Context: an optimization exercise on an open-source flow, tuned for small area, a short achievable clock period and few clock cycles. The choices shown serve that exercise and are no tape-out recipe. RTL that was checked went through simulation tests only; none was proved equivalent to the original. Power figures rest on the tool's default switching activity, not on a simulated workload.

## wip/xenon
==> flow/design.v (excerpt) <==
module pfsm #(
    parameter [7:0] MARKER0      = 8'hA5,
    parameter [7:0] MARKER1      = 8'h5A,
    parameter [7:0] RETRY_BUDGET = 8'd2
) (
    input  wire         clk,
    input  wire         rst,
    input  wire         h_valid,
    output wire         h_ready,
    input  wire [18:0]  h_data,
    output reg          r_valid,
    input  wire         r_ready,
    output reg  [7:0]   r_data,
    output reg          r_last,
    input  wire         irq_valid,
    input  wire [3:0]   irq_flags,
    output reg          o_valid,
    input  wire         o_ready,
    output reg  [3:0]   o_op,
    output reg  [7:0]   o_data,
    input  wire         i_valid,
    output wire         i_ready,
    input  wire [7:0]   i_data,
    output wire         cip_req,
    output wire         cip_dir,
    output wire [127:0] cip_din,
    output wire [127:0] cip_key,
    input  wire         cip_done,
    input  wire         cip_timeout,
    input  wire [127:0] cip_dout,
    output wire         idle,
    output wire         fatal,
    output wire [2:0]   fault
);
Size: about 4300 cells after synthesis, about 2100 flip-flops, ~460 I/O pins, ~73000 um2 of cells after synthesis.
clock: 10.0 ns
lec_check: 0
cap_margin: 20
core_margin: 2
core_utilization: 40
setup_slack_margin: 5
slew_margin: 20
run.sh (not shown) runs the stock make flow with config.mk's settings and CLKGATE_MAP_FILE= SYNTH_SCRIPT=/design/flow/synth_recipe.tcl, a recipe that flattens the netlist after the stock synthesis.
Testbench counts of wip/xenon, summed over its fixed seeds: cycles 164,378.
#### Input delta (wip/delta over wip/xenon)
==> flow/flow/run.sh (new file) <==
#!/bin/bash
# Standard layout with a tighter setup repair target, small port buffers
# and a clock tree of smaller buffers.
export SETUP_SLACK_MARGIN=6.5
export BUFFER_PORTS_ARGS="-buffer_cell sky130_fd_sc_hd__buf_1"
export CTS_BUF_LIST="sky130_fd_sc_hd__clkbuf_4 sky130_fd_sc_hd__clkbuf_8"
export CTS_CLUSTER_SIZE=30
bash standard.sh finish > standard.log 2>&1
==> flow/standard.sh (new file) <==
#!/bin/bash
# synth_recipe.tcl (not shown) runs the flow's synth.tcl, then flattens the netlist and writes it again
# the make line also repeats each setting of config.mk as NAME=value (left out here)
make -C /OpenROAD-flow-scripts/flow DESIGN_CONFIG=/design/flow/config.mk WORK_HOME=/design/flow/orfs CLKGATE_MAP_FILE= SYNTH_SCRIPT=/design/flow/synth_recipe.tcl "${@:-finish}"
--- a/flow/config.mk
+++ b/flow/config.mk
@@ -9,4 +9,3 @@
 export CORE_MARGIN = 2
 export CORE_UTILIZATION = 40
-export SETUP_SLACK_MARGIN = 5
 export SLEW_MARGIN = 20
removed: flow/run.sh
==> notes.md <==
Taking wip/xenon as the reference point, the met3 track utilization from global routing of wip/delta rises by 0.29 points.
wip/delta vs. wip/xenon: total of plain and repair buffers excluding clock buffers shows an increase of 37%, growth of design area from synthesis to finish shows an increase of 0.19 points.
Relative to wip/delta, the following input files were edited for wip/cedar:
==> flow/flow/run.sh <==
#!/bin/bash
export SETUP_SLACK_MARGIN=6.8
export SKIP_GATE_CLONING=1
export BUFFER_PORTS_ARGS="-buffer_cell sky130_fd_sc_hd__buf_1"
export CTS_CLUSTER_SIZE=25
export CTS_CLUSTER_DIAMETER=80
bash standard.sh finish > standard.log 2>&1
Results
wip/cedar has cell area after layout below what wip/delta had. Diff wip/delta -> wip/cedar | sequential share of layout area | increase of 0.37 points. Against wip/delta, wip/cedar comes in 1.2 mm lower on met2 wire length. Per the comparison of wip/cedar with wip/delta, number of cells after detailed placement roughly the same, clock-buffer cell count lower, share of layout cells above drive strength 1 lower, relative contribution of the clock network to total power lower, largest fanout on the critical path higher. Wire length of the first global-routing pass for wip/cedar: 1.9% down relative to wip/delta.
Modified inputs, wip/indigo compared to wip/cedar
==> flow/flow/run.sh <==
#!/bin/bash
export SETUP_SLACK_MARGIN=6.5
export SKIP_GATE_CLONING=1
export BUFFER_PORTS_ARGS="-buffer_cell sky130_fd_sc_hd__buf_1"
export CTS_CLUSTER_SIZE=20
export CTS_CLUSTER_DIAMETER=60
bash standard.sh finish > standard.log 2>&1
--- a/flow/config.mk
+++ b/flow/config.mk
@@ -8,4 +8,4 @@
 export CAP_MARGIN = 20
 export CORE_MARGIN = 2
-export CORE_UTILIZATION = 40
+export CORE_UTILIZATION = 60
 export SLEW_MARGIN = 20
Notes after the runs:
Looking at cell area across both flows, wip/indigo is the stronger of the two, with wip/cedar trailing. wip/indigo ends up with lower total of fill cells in the finished design than wip/cedar does. Diff wip/cedar and wip/indigo: area added between synthesis and finish lower in wip/indigo. Diff wip/cedar..wip/indigo | sequential power | negligible. Routed wire length (wip/indigo over wip/cedar): decrease, about 9%. Compared with wip/cedar, in wip/indigo critical path data required time did not really move, area of combinational cells with multiple inputs went down, maximum frequency went down. Comparing wip/cedar and wip/indigo, die height is lower on wip/indigo. wip/indigo reports a higher global-route usage than wip/cedar does.
#### Input delta (wip/tundra over wip/indigo)
==> flow/run.sh (new file) <==
#!/bin/bash
# synth_recipe.tcl (not shown) runs the flow's synth.tcl, then flattens the netlist and writes it again
# the make line also repeats each setting of config.mk as NAME=value (left out here)
make -C /OpenROAD-flow-scripts/flow DESIGN_CONFIG=/design/flow/config.mk WORK_HOME=/design/flow/orfs CLKGATE_MAP_FILE= SYNTH_SCRIPT=/design/flow/synth_recipe.tcl finish
--- a/flow/config.mk
+++ b/flow/config.mk
@@ -8,4 +8,4 @@
 export CAP_MARGIN = 20
 export CORE_MARGIN = 2
-export CORE_UTILIZATION = 60
+export CORE_UTILIZATION = 40
 export SLEW_MARGIN = 20
removed: flow/flow/run.sh
removed: flow/standard.sh
Notes after the runs:
Total chip power (lower): wip/indigo
wip/indigo → wip/tundra: highest ir drop seen on vdd went up; detailed-route wire length went up.
Path depth of the worst reg2reg path came out higher on wip/tundra than on wip/indigo.
What wip/tundra reported for average routed wire per standard cell has to be multiplied by 1.06 to get the figure for wip/indigo.
Modified inputs, wip/umber compared to wip/tundra
==> flow/flow/run.sh (new file) <==
#!/bin/bash
export SETUP_SLACK_MARGIN=6.5
export SKIP_GATE_CLONING=1
export BUFFER_PORTS_ARGS="-buffer_cell sky130_fd_sc_hd__buf_1"
export CTS_CLUSTER_SIZE=30
export CTS_CLUSTER_DIAMETER=100
bash standard.sh finish > standard.log 2>&1
==> flow/standard.sh (new file) <==
#!/bin/bash
# synth_recipe.tcl (not shown) runs the flow's synth.tcl, then flattens the netlist and writes it again
# the make line also repeats each setting of config.mk as NAME=value (left out here)
make -C /OpenROAD-flow-scripts/flow DESIGN_CONFIG=/design/flow/config.mk WORK_HOME=/design/flow/orfs CLKGATE_MAP_FILE= SYNTH_SCRIPT=/design/flow/synth_recipe.tcl "${@:-finish}"
removed: flow/run.sh
==> notes.md <==
wip/umber reached the final stage; the timing, design-rule and antenna checks on its layout passed.
Per the comparison of wip/umber with wip/tundra, combinational power up about 2%, cell count of the worst hold path flat, clock network power down about 43%, global-route met1 utilization flat.
Per the comparison of wip/umber with wip/tundra, critical path data required time now sits higher; via count neither gained nor lost much.


Another version of the RTL of pfsm (not shown whole).
Size: roughly 2,000 flip-flops, about 460 I/O pins, roughly 72,000 µm² of cells after synthesis.
==> flow/design.v (excerpt) <==
module pfsm #(
    parameter [7:0] MARKER0      = 8'hA5,
    parameter [7:0] MARKER1      = 8'h5A,
    parameter [7:0] RETRY_BUDGET = 8'd2
) (
    input  wire         clk,
    input  wire         rst,
    input  wire         h_valid,
    output wire         h_ready,
    input  wire [18:0]  h_data,
    output reg          r_valid,
    input  wire         r_ready,
    output reg  [7:0]   r_data,
    output reg          r_last,
    input  wire         irq_valid,
    input  wire [3:0]   irq_flags,
    output reg          o_valid,
    input  wire         o_ready,
    output reg  [3:0]   o_op,
    output reg  [7:0]   o_data,
    input  wire         i_valid,
    output wire         i_ready,
    input  wire [7:0]   i_data,
    output wire         cip_req,
    output wire         cip_dir,
    output wire [127:0] cip_din,
    output wire [127:0] cip_key,
    input  wire         cip_done,
    input  wire         cip_timeout,
    input  wire [127:0] cip_dout,
    output wire         idle,
    output wire         fatal,
    output wire [2:0]   fault
);
    localparam [6:0] MAX_FRAME = 7'd96;
    localparam [3:0] OP_CONFIGURE = 4'd1,
                     OP_RX_ARM    = 4'd2,
                     OP_STROBE_RDY= 4'd3,
                     OP_FLUSH_RX  = 4'd4,
                     OP_FIFO_WR   = 4'd5,
                     OP_FIFO_BYTE = 4'd6,
                     OP_STROBE_TX = 4'd7,
                     OP_POWER_DN  = 4'd8,
                     OP_FIFO_RD   = 4'd9,
  ...
clock: 10.0 ns
lec_check: 0
cap_margin: 20
core_margin: 2
core_utilization: 40
slew_margin: 20
standard.sh (not shown) runs the stock make flow with config.mk's settings and CLKGATE_MAP_FILE= SYNTH_SCRIPT=/design/flow/synth_recipe.tcl, a recipe that flattens the netlist after the stock synthesis.
==> flow/flow/run.sh <==
#!/bin/bash
export SETUP_SLACK_MARGIN=6.2
export SKIP_GATE_CLONING=1
export BUFFER_PORTS_ARGS="-buffer_cell sky130_fd_sc_hd__buf_1"
export CTS_CLUSTER_SIZE=25
export CTS_CLUSTER_DIAMETER=80
bash standard.sh finish > standard.log 2>&1
==> next run, changes <==
--- a/flow/flow/run.sh
+++ b/flow/flow/run.sh
@@ -1,4 +1,4 @@
 #!/bin/bash
-export SETUP_SLACK_MARGIN=6.2
+export SETUP_SLACK_MARGIN=6.5
 export SKIP_GATE_CLONING=1
 export BUFFER_PORTS_ARGS="-buffer_cell sky130_fd_sc_hd__buf_1"
Effect:
- The changed run ran to the end with no violations
- setup slack gets better by 0.27 ns
- global-route usage came out higher by 0.22 points
- cell area went up by about 1.1%
- first-iteration DRC count grows by 8.9%
- sequential power barely changes
- routed wire length goes up by 1.8%
- non-clock buffer count grows by 50
- combinational power goes up by about 4%
- total power rose by 0.38%
- count of clock-buffer cells in the layout rises by 1
No run of this note included a check of the RTL's function; only the layout flow was run.


## exp/quartz
pfsm, a different RTL version from the one above (not shown whole).
Size in the first run: about 3800 cells after synthesis, ~2100 flip-flops, roughly 460 I/O pins, about 73000 um^2 of cells after synthesis.
==> flow/config.mk <==
export PLATFORM = sky130hd
export DESIGN_NAME = pfsm
export DESIGN_NICKNAME = pfsm
export VERILOG_FILES = /design/flow/design.v
export SDC_FILE = /design/flow/constraint.sdc
export NUM_CORES = 8
export LEC_CHECK = 0
export CAP_MARGIN = 20
export CORE_MARGIN = 2
export CORE_UTILIZATION = 65
export SLEW_MARGIN = 20
==> flow/constraint.sdc <==
create_clock -name core_clock -period 10.0 [get_ports {clk}]
set_input_delay 2.0000 -clock core_clock [delete_from_list [all_inputs] [get_ports {clk}]]
set_output_delay 2.0000 -clock core_clock [all_outputs]
set_load 0.01 [all_outputs]
==> flow/flow/run.sh <==
#!/bin/bash
# Layout: the standard ORFS flow (standard.sh, unchanged synthesis) with
# these settings:
#  - timing repair aims for 6.7 ns of setup slack (the default flow allows 5),
#  - no gate cloning during timing repair,
#  - port buffers are sky130_fd_sc_hd__buf_1,
#  - clock-tree sink clusters of up to 25 flip-flops within 80 um.
# All tool output goes to standard.log here (and ORFS's own logs under orfs/).
export SETUP_SLACK_MARGIN=6.7
export SKIP_GATE_CLONING=1
export BUFFER_PORTS_ARGS="-buffer_cell sky130_fd_sc_hd__buf_1"
export CTS_CLUSTER_SIZE=25
export CTS_CLUSTER_DIAMETER=80
bash standard.sh finish > standard.log 2>&1
exp/quartz finished all stages; the layout is clean.
Testbench counts of exp/quartz, summed over its fixed seeds: cycles 165,331.
[inputs] exp/delta vs exp/quartz
# exp/quartz
export LEC_CHECK = 0
export CAP_MARGIN = 20
export CORE_MARGIN = 2
export CORE_UTILIZATION = 65
export SLEW_MARGIN = 20
create_clock -name core_clock -period 10.0 [get_ports {clk}]
# exp/delta
export LEC_CHECK = 0
export CAP_MARGIN = 20
export CORE_MARGIN = 2
export CORE_UTILIZATION = 60
export SLEW_MARGIN = 20
create_clock -name core_clock -period 10.0 [get_ports {clk}]
--- outcome ---
- Diff exp/delta..exp/quartz | storage element area | negligible
- From exp/quartz to exp/delta the numbers moved as follows: number of clock buffer instances in the layout shows an increase of 16; critical-path maximum fanout shows an increase of 10.
- Between exp/quartz and exp/delta, the register fraction of the total cell area is higher for exp/quartz.
- exp/quartz reports its termination of the worst setup path as cip_key[36] while exp/delta reports o_data[0]$_DFF_P_.
- Summary of exp/delta over exp/quartz: design area increased by 0.42% relative to the old numbers, ratio of routed vias to standard cells fell by about 3%, count of pins over their slew limit shows no meaningful change, minimum period implied by the final worst setup slack decreased 17 ps, internal power contribution increased 140 uW.
#### Input delta (exp/nickel over exp/delta)
diff --git a/flow/flow/run.sh b/flow/flow/run.sh
--- a/flow/flow/run.sh
+++ b/flow/flow/run.sh
@@ -4 +4 @@
-#  - timing repair aims for 6.7 ns of setup slack (the default flow allows 5),
+#  - timing repair aims for 6.6 ns of setup slack (the default flow allows 5),
@@ -9 +9 @@
-export SETUP_SLACK_MARGIN=6.7
+export SETUP_SLACK_MARGIN=6.6
## What came out
Per the final summary, exp/nickel finished and its layout is clean on timing, DRC and antenna. exp/delta reached the end of the flow, and the finished layout is clean on the timing, design-rule and antenna checks. Global-route usage | exp/nickel below exp/delta. Looking at depth of the worst register-to-register path, exp/nickel sits 3 lower than exp/delta does. The overall power was comparable across exp/delta and exp/nickel.


Another version of the RTL of pfsm (not shown whole).
Size: roughly 4000 cells after synthesis, about 2100 flip-flops, about 460 I/O pins, roughly 72000 um2 of cells after synthesis.
clock: 10.0 ns
lec_check: 0
cap_margin: 20
core_margin: 2
core_utilization: 40
slew_margin: 20
==> flow/flow/run.sh <==
#!/bin/bash
# Layout: the standard ORFS flow (standard.sh, unchanged synthesis) with
# these settings:
#  - timing repair aims for 6.5 ns of setup slack (the default flow allows 5),
#  - no gate cloning during timing repair,
#  - port buffers are sky130_fd_sc_hd__buf_1,
#  - clock-tree sink clusters of up to 25 flip-flops within 80 um.
# All tool output goes to standard.log here (and ORFS's own logs under orfs/).
export SETUP_SLACK_MARGIN=6.5
export SKIP_GATE_CLONING=1
export BUFFER_PORTS_ARGS="-buffer_cell sky130_fd_sc_hd__buf_1"
export CTS_CLUSTER_SIZE=25
export CTS_CLUSTER_DIAMETER=80
bash standard.sh finish > standard.log 2>&1
Testbench counts at the start, summed over its fixed seeds: cycles 167,131.
Then changed:
==> flow/flow/run.sh (replaced) <==
#!/bin/bash
# Layout: the standard ORFS flow (standard.sh, unchanged synthesis) with
# these settings:
#  - timing repair aims for 6.7 ns of setup slack (the default flow allows 5),
#  - no gate cloning during timing repair,
#  - port buffers are sky130_fd_sc_hd__buf_1,
#  - clock-tree sink clusters of up to 25 flip-flops within 80 um.
# All tool output goes to standard.log here (and ORFS's own logs under orfs/).
export SETUP_SLACK_MARGIN=6.7
export SKIP_GATE_CLONING=1
export BUFFER_PORTS_ARGS="-buffer_cell sky130_fd_sc_hd__buf_1"
export CTS_BUF_LIST="sky130_fd_sc_hd__clkbuf_8 sky130_fd_sc_hd__clkbuf_16"
export CTS_CLUSTER_SIZE=25
export CTS_CLUSTER_DIAMETER=80
bash standard.sh finish > standard.log 2>&1
- CORE_UTILIZATION: 40 -> 60
Outcome: The changed run passed the timing, design-rule and antenna checks. Setup slack is better by 0.16 ns. First-iteration DRC count climbs by a few percent. Hold slack is better by 0.0080 ns. Die area drops by a quarter to a third. Final area climbs slightly.
Then changed:
--- a/flow/flow/run.sh
+++ b/flow/flow/run.sh
@@ -10,5 +10,4 @@
 export SKIP_GATE_CLONING=1
 export BUFFER_PORTS_ARGS="-buffer_cell sky130_fd_sc_hd__buf_1"
-export CTS_BUF_LIST="sky130_fd_sc_hd__clkbuf_8 sky130_fd_sc_hd__clkbuf_16"
 export CTS_CLUSTER_SIZE=25
 export CTS_CLUSTER_DIAMETER=80
After rerunning: Routed wire length hardly moves. Setup slack degrades by 0.0042 ns. Hold slack hardly moves. Critical path depth stays the same. Via count grows by 0.36%. Cell area is about the same. Die area is unchanged. Maximum frequency stays flat. Area after synthesis is unchanged.
Then changed:
==> flow/flow/run.sh (replaced) <==
#!/bin/bash
# Layout: the standard ORFS flow (standard.sh, unchanged synthesis) with
# these settings:
#  - timing repair aims for 6.8 ns of setup slack (the default flow allows 5),
#  - no gate cloning during timing repair,
#  - port buffers are sky130_fd_sc_hd__buf_1,
#  - clock-tree sink clusters of up to 25 flip-flops within 80 um.
# All tool output goes to standard.log here (and ORFS's own logs under orfs/).
export SETUP_SLACK_MARGIN=6.8
export SKIP_GATE_CLONING=1
export BUFFER_PORTS_ARGS="-buffer_cell sky130_fd_sc_hd__buf_1"
export CTS_CLUSTER_SIZE=25
export CTS_CLUSTER_DIAMETER=80
bash standard.sh finish > standard.log 2>&1
Wire length hardly moves.
Clock skew increases by 0.012 ns.
Via count increases by 0.85%.
Setup slack improved by 0.029 ns.
Die area stays the same.
Area after synthesis is unchanged.
Power stays flat.
Sequential share of layout area decreases by 0.54 points.
Worst hold slack is about the same.
Clock-buffer cell count decreases by 9.
Final cell count barely changes.

-- re-timing with driven ports --
Ports are ideal in the flow. The routed layouts listed here were re-timed in OpenROAD. Step 1 sets driving cells, clkbuf_16 on the clock port and buf_2 on the other inputs (assumed; they add their load-dependent delay and slew). Step 2 also shifts input and output timing later by t, the mid clock arrival at the registers, as if the neighbouring blocks saw the same clock. Three values: ideal, step 1, step 2; two values: the first two.
run	shift t [ns]	slack for setup (ns)	worst setup path after step 2	clock arrival spread, ns	pins driven straight from the clock port
wip/xenon	0.887	5.184 / 5.241 / 4.355	input to register	0.088 / 0.089	1
wip/delta	1.075	6.346 / 6.267 / 5.448	input to register	0.131 / 0.131	1
wip/cedar	0.849	6.463 / 6.452 / 5.659	input to register	0.046 / 0.047	1
wip/indigo	0.845	6.386 / 6.430 / 5.585	input to register	0.030 / 0.031	1
wip/tundra	0.891	4.318 / 4.375 / 3.483	input to register	0.099 / 0.099	1
wip/umber	0.827	6.425 / 6.466 / 5.643	input to register	0.056 / 0.057	1
the first run of note 2	0.830	6.146 / 6.204 / 5.378	input to register	0.045 / 0.045	1
the second run of note 2	0.832	6.421 / 6.453 / 5.621	input to register	0.041 / 0.040	1
exp/quartz	0.784	6.620 / 6.550 / 5.845	input to register	0.052 / 0.053	1
exp/delta	0.800	6.637 / 6.561 / 5.862	input to register	0.040 / 0.041	1
exp/nickel	0.796	6.595 / 6.559 / 5.832	input to register	0.037 / 0.037	1
the first run of note 4	0.831	6.439 / 6.427 / 5.620	input to register	0.037 / 0.036	1
the second run of note 4	0.780	6.594 / 6.518 / 5.941	input to register	0.031 / 0.031	1
the third run of note 4	0.780	6.590 / 6.513 / 5.969	input to register	0.030 / 0.029	1
the fourth run of note 4	0.770	6.619 / 6.547 / 5.944	input to register	0.043 / 0.043	1
After both steps setup and hold are still met in every run listed. For wip/delta, which loses most, drivers alone change the setup slack by -0.079 ns; drivers and shift together by -0.898 ns.
